What follows belongs to an exercise in optimizing a design on an open flow for small area, a short achievable clock period and few clock cycles per item; a production flow would make more cautious choices. At most, simulation tests tie the RTL to the original design; equivalence was not proved. Power and IR drop assume default switching activity.

==> flow/design.v (excerpt) <==
module qb3_core (
    input  wire        clk,
    input  wire        rst,
    input  wire        req_valid,
    output reg         req_ready,
    input  wire [31:0] req_word,
    output reg         rsp_valid,
    input  wire        rsp_ready,
    output reg  [31:0] rsp_word0,
    output reg  [31:0] rsp_word1
);
Size in the first run: about 1400 cells after synthesis, ~99 flip-flops, about 100 I/O pins, ~8800 µm² of cells after synthesis.
==> flow/config.mk <==
export PLATFORM = sky130hd
export DESIGN_NAME = qb3_core
export DESIGN_NICKNAME = qb3_core
export VERILOG_FILES = /design/flow/design.v
export SDC_FILE = /design/flow/constraint.sdc
export NUM_CORES = 4
export LEC_CHECK = 0
export ABC_AREA = 1
export CAP_MARGIN = 20
export CORE_MARGIN = 2
export CORE_UTILIZATION = 30
export PLACE_DENSITY = 0.5
export SLEW_MARGIN = 20
==> flow/constraint.sdc <==
create_clock -name core_clock -period 11.0 [get_ports {clk}]
set_input_delay 2.2000 -clock core_clock [delete_from_list [all_inputs] [get_ports {clk}]]
set_output_delay 2.2000 -clock core_clock [all_outputs]
set_load 0.01 [all_outputs]
standard.sh (not shown) runs the stock make flow with config.mk's settings and CLKGATE_MAP_FILE= SYNTH_SCRIPT=/design/flow/synth_recipe.tcl, a recipe that flattens the netlist after the stock synthesis.
==> flow/flow/run.sh <==
#!/bin/bash
# Layout flow: the standard flow, unchanged synthesis, then the
# standard ORFS steps with port buffers of a plain buffer cell and a
# setup target tighter than the clock, so repair_timing works on the
# critical paths. Each step's output goes to its own log here.
set -euo pipefail
MARGIN=${MARGIN:-8.0}
bash standard.sh synth > synth.log 2>&1
bash standard.sh \
    "BUFFER_PORTS_ARGS=-buffer_cell sky130_fd_sc_hd__buf_2" \
    "SETUP_SLACK_MARGIN=$MARGIN" \
    "MATCH_CELL_FOOTPRINT=0" \
    finish > layout.log 2>&1
Change:
--- a/flow/design.v
+++ b/flow/design.v
@@ -1,19 +1,15 @@
 module qb3_respond (
     input  wire [31:0] req,
-    input  wire [7:0]  rab,          
     output wire [31:0] word0,
     output wire [31:0] word1
 );
     wire [3:0]  op  = req[31:28];
-    wire [3:0]  r_lo = rab[3:0];
-    wire [3:0]  r_hi = rab[7:4];
-    wire [3:0]  r    = {r_hi[2] | r_hi[3], r_hi[1] | r_hi[3],
-                        r_lo[2] | r_lo[3], r_lo[1] | r_lo[3]};
+    wire [3:0]  r   = req[27:24];
     wire [4:0]  bw  = req[23:19];
     wire        rsv = |req[18:17];
     wire [16:0] d   = req[16:0];
     function [15:0] onehot16;
         input [3:0] v;
         integer i;
         begin
             for (i = 0; i < 16; i = i + 1)
@@ -50,26 +46,18 @@
     wire op_dec  = opd[6];
     wire op_swe  = opd[7];
     wire op_swd  = opd[8];
     wire op_cwd2 = opd[9];
     wire op_dec2 = opd[10];
     wire op_tbe  = opd[11];
     wire op_tbd  = opd[12];
     wire op_bad  = rsv | opd[0] | opd[13] | opd[14] | opd[15];
-    wire [3:0]  lo_gt = {1'b0, r_lo[3], r_lo[3] | r_lo[2], r_lo[3] | r_lo[2] | r_lo[1]};
-    wire [3:0]  hi_gt = {1'b0, r_hi[3], r_hi[3] | r_hi[2], r_hi[3] | r_hi[2] | r_hi[1]};
-    reg  [15:0] eq, lt;
-    integer j;
-    always @* begin
-        for (j = 0; j < 16; j = j + 1) begin
-            eq[j] = r_hi[j / 4] & r_lo[j % 4];
-            lt[j] = hi_gt[j / 4] | (r_hi[j / 4] & lo_gt[j % 4]);
-        end
-    end
+    wire [15:0] eq = onehot16(r);
+    wire [15:0] lt = below16(eq);
     wire [16:0] gt = {1'b1, ~(lt | eq)};
     wire        r0 = eq[0];
     wire [4:0]  r_p0 = {1'b0, r};
     wire [4:0]  r_p1 = oh_plus(eq, 2'd1);
     wire [4:0]  r_p2 = oh_plus(eq, 2'd2);
     wire        s   = d[16];
     wire [15:0] x   = d[15:0] ^ {16{s}};
     wire [16:0] mse = {x, s};
@@ -209,36 +197,31 @@
     output reg         rsp_valid,
     input  wire        rsp_ready,
     output reg  [31:0] rsp_word0,
     output reg  [31:0] rsp_word1
 );
     wire [29:0] req_c = {req_word[31:28] & {4{~|req_word[18:17]}},
                          req_word[27:19], req_word[16:0]};
     reg  [29:0] in_q;        
-    reg  [7:0]  in_rab;      
     reg         in_v;
     reg  [29:0] sk_q;        
     reg         sk_v;
-    wire [29:0] in_n = sk_v ? sk_q : req_c;
     wire [31:0] next_word0, next_word1;
     qb3_respond u_respond (
         .req   ({in_q[29:17], 2'b00, in_q[16:0]}),
-        .rab   (in_rab),
         .word0 (next_word0),
         .word1 (next_word1)
     );
     wire out_free = !rsp_valid || rsp_ready;      
     wire in_free  = !in_v || out_free;            
     wire take     = req_valid && req_ready;
     always @(posedge clk) begin
-        if (in_free) begin
-            in_q   <= in_n;
-            in_rab <= {4'b0001 << in_n[25:24], 4'b0001 << in_n[23:22]};
-        end
+        if (in_free)
+            in_q <= sk_v ? sk_q : req_c;
         if (!sk_v)
             sk_q <= req_c;
         if (out_free) begin
             rsp_word0 <= next_word0;
             rsp_word1 <= next_word1;
         end
     end
     wire in_v_n = in_free ? (sk_v || take) : in_v;
The changed run produced a clean layout.
Combinational power decreases by 13%.
Wire length decreases by 2.6%.
Design area decreases by 3.6%.
Clock skew stays flat.
Power decreases by 8.3%.
Testbench counts after the change, summed over its fixed seeds: cycles 32,016, items 32,000.
The RTL of the first run of this note was laid out without a check of its function.


amber:
qb3_core with an RTL version that a note above also has.
For scale: roughly 1200 cells after synthesis, roughly 95 flip-flops, ~100 I/O pins, roughly 9200 um^2 of cells after synthesis.
export LEC_CHECK = 0
export CAP_MARGIN = 20
export CORE_MARGIN = 2
export CORE_UTILIZATION = 30
export PLACE_DENSITY = 0.5
export SLEW_MARGIN = 20
create_clock -name core_clock -period 11.0 [get_ports {clk}]
Scripts as last shown in full above: flow/flow/run.sh
Testbench counts of amber, summed over its fixed seeds: cycles 32,016, items 32,000.
The following lists how ember was set up differently from amber:
--- a/flow/design.v
+++ b/flow/design.v
@@ -20,26 +20,38 @@
         input [15:0] oh;
         integer i;
         begin
             below16[15] = 1'b0;
             for (i = 14; i >= 0; i = i - 1)
                 below16[i] = below16[i + 1] | oh[i + 1];
         end
     endfunction
-    function [4:0] oh_plus;
-        input [15:0] oh;
-        input [1:0]  add;
-        integer i, v;
+    function [4:0] r_plus;
+        input [3:0] v;
+        input       two;
         begin
-            oh_plus = 5'd0;
-            for (i = 0; i < 16; i = i + 1) begin
-                v = i + add;
-                oh_plus = oh_plus | ({5{oh[i]}} & v[4:0]);
-            end
+            case ({two, v})
+                5'h00: r_plus = 5'd1;   5'h01: r_plus = 5'd2;
+                5'h02: r_plus = 5'd3;   5'h03: r_plus = 5'd4;
+                5'h04: r_plus = 5'd5;   5'h05: r_plus = 5'd6;
+                5'h06: r_plus = 5'd7;   5'h07: r_plus = 5'd8;
+                5'h08: r_plus = 5'd9;   5'h09: r_plus = 5'd10;
+                5'h0a: r_plus = 5'd11;  5'h0b: r_plus = 5'd12;
+                5'h0c: r_plus = 5'd13;  5'h0d: r_plus = 5'd14;
+                5'h0e: r_plus = 5'd15;  5'h0f: r_plus = 5'd16;
+                5'h10: r_plus = 5'd2;   5'h11: r_plus = 5'd3;
+                5'h12: r_plus = 5'd4;   5'h13: r_plus = 5'd5;
+                5'h14: r_plus = 5'd6;   5'h15: r_plus = 5'd7;
+                5'h16: r_plus = 5'd8;   5'h17: r_plus = 5'd9;
+                5'h18: r_plus = 5'd10;  5'h19: r_plus = 5'd11;
+                5'h1a: r_plus = 5'd12;  5'h1b: r_plus = 5'd13;
+                5'h1c: r_plus = 5'd14;  5'h1d: r_plus = 5'd15;
+                5'h1e: r_plus = 5'd16;  default: r_plus = 5'd17;
+            endcase
         end
     endfunction
     wire [15:0] opd = onehot16(op) & {16{!rsv}};
     wire op_mse  = opd[1];
     wire op_msd  = opd[2];
     wire op_cwe  = opd[3];
     wire op_cwd  = opd[4];
     wire op_enc  = opd[5];
@@ -51,18 +63,18 @@
     wire op_tbe  = opd[11];
     wire op_tbd  = opd[12];
     wire op_bad  = rsv | opd[0] | opd[13] | opd[14] | opd[15];
     wire [15:0] eq = onehot16(r);
     wire [15:0] lt = below16(eq);
     wire [16:0] gt = {1'b1, ~(lt | eq)};
     wire        r0 = eq[0];
     wire [4:0]  r_p0 = {1'b0, r};
-    wire [4:0]  r_p1 = oh_plus(eq, 2'd1);
-    wire [4:0]  r_p2 = oh_plus(eq, 2'd2);
+    wire [4:0]  r_p1 = r_plus(r, 1'b0);
+    wire [4:0]  r_p2 = r_plus(r, 1'b1);
     wire        s   = d[16];
     wire [15:0] x   = d[15:0] ^ {16{s}};
     wire [16:0] mse = {x, s};
     wire [15:0] bw_lt  = below16(onehot16(bw[3:0]));
     wire        bw_big = bw[4] & |bw[3:0];                  
     wire        w_bad  = !bw[4] & |(x & ~bw_lt);            
     wire        rng_x  = |(x & ~lt);                        
     wire        rng_d  = |(d & gt);                         
@@ -111,18 +123,27 @@
     wire [2:0]  v2  = r1 ? {1'b0, c2L, c2M | (c2L & w2[2])}
                          : {c2L, c2M | (c2L & w2[3]), (c2M & w2[2]) | (c2L & w2[2]) | (!w2[0] & w2[1])};
     wire [1:0]  k2  = {c2L, c2M};
     wire [16:0] v2_ms = {{15{v2[0]}}, v2[2:1] ^ {2{v2[0]}}};
     wire [2:0]  ksum;
     assign ksum[0] = d_k[0] ^ k2[0];
     assign ksum[1] = (d_k[1] ^ k2[1]) ^ (d_k[0] & k2[0]);
     assign ksum[2] = (d_k[1] & k2[1]) | ((d_k[1] | k2[1]) & d_k[0] & k2[0]);
-    wire [4:0]  len_dd = r1 ? {2'b00, ksum[1] | ksum[2], ~ksum[1], ksum[0]}
-                            : {1'b0, ksum[2], ~ksum[2], ksum[1], ksum[0]};
+    reg  [4:0]  len_dd;
+    always @* begin
+        case ({r1, ksum})
+            4'b1000: len_dd = 5'd2;  4'b1001: len_dd = 5'd3;
+            4'b1010: len_dd = 5'd4;  4'b1011: len_dd = 5'd5;
+            4'b1100: len_dd = 5'd6;  4'b0000: len_dd = 5'd4;
+            4'b0001: len_dd = 5'd5;  4'b0010: len_dd = 5'd6;
+            4'b0011: len_dd = 5'd7;  4'b0100: len_dd = 5'd8;
+            default: len_dd = 5'd0;
+        endcase
+    end
     wire        u_bad  = !(eq[3] | eq[4] | eq[5] | eq[6]);
     wire [5:0]  u_max  = lt[5:0];                  
     wire        d_zero = ~|d;
     wire [5:0]  sm_f    = (mse[5:0] == u_max) ? 6'd0 : mse[5:0];
     wire        se_long = |(sm_f & eq[6:1]);        
     wire        se_mid  = |(sm_f & eq[7:2]);        
     wire [7:0]  se_bits = ({8{se_long}} & {sm_f[4:0] & lt[5:1], 3'b111}) |
                           ({8{!se_long & se_mid}} & {sm_f[4:0] & lt[6:2], 3'b011}) |
[summary]
- ember did not stop at any stage, and its layout met the timing, DRC and antenna checks.
- Compared ember vs amber, and sequential share of layout area is up in ember.
- [diff] maximum frequency, ember relative to amber: regression
- The total power consumption of the routed design in ember sits 1.7% above the value recorded for amber.
- Relative to amber, the power per cell area measured on ember has increased by a few percent.
- Compared with amber, ember has less setup slack.
- ember vs amber — die area rose 5.0%.
The RTL of ember was laid out without a check of its function.

-- static timing again, ports no longer ideal --
No port has a modelled driver above. Below, the same layouts with a new extraction and two added sets of constraints.
Step 1, drivers: a clkbuf_16 drives clk and a buf_2 each remaining input, both assumed.
Step 2 also shifts input and output timing later by t, the mid clock arrival at the registers, as if the neighbouring blocks saw the same clock.
Slacks: no drivers / after step 1 / after step 2; pairs: no drivers / after step 1.
| run | shift t [ns] | setup slack, ns | worst setup path after step 2 | latest minus earliest clock arrival (ns) | worst slew at a driven data input, ns |
|---|---|---|---|---|---|
| the first run of note 1 | 0.410 | 7.725 / 7.680 / 7.752 | input to register | 0.015 / 0.015 | 0.03 |
| the second run of note 1 | 0.410 | 7.760 / 7.713 / 7.743 | input to register | 0.018 / 0.018 | 0.03 |
| amber | 0.412 | 7.391 / 7.391 / 7.391 | register to register | 0.010 / 0.010 | 0.04 |
| ember | 0.422 | 7.266 / 7.266 / 7.266 | register to register | 0.013 / 0.014 | 0.04 |
After both steps setup and hold are still met in every run listed. For the second run of note 1, which loses most, drivers alone change the setup slack by -0.047 ns; drivers and shift together by -0.017 ns.
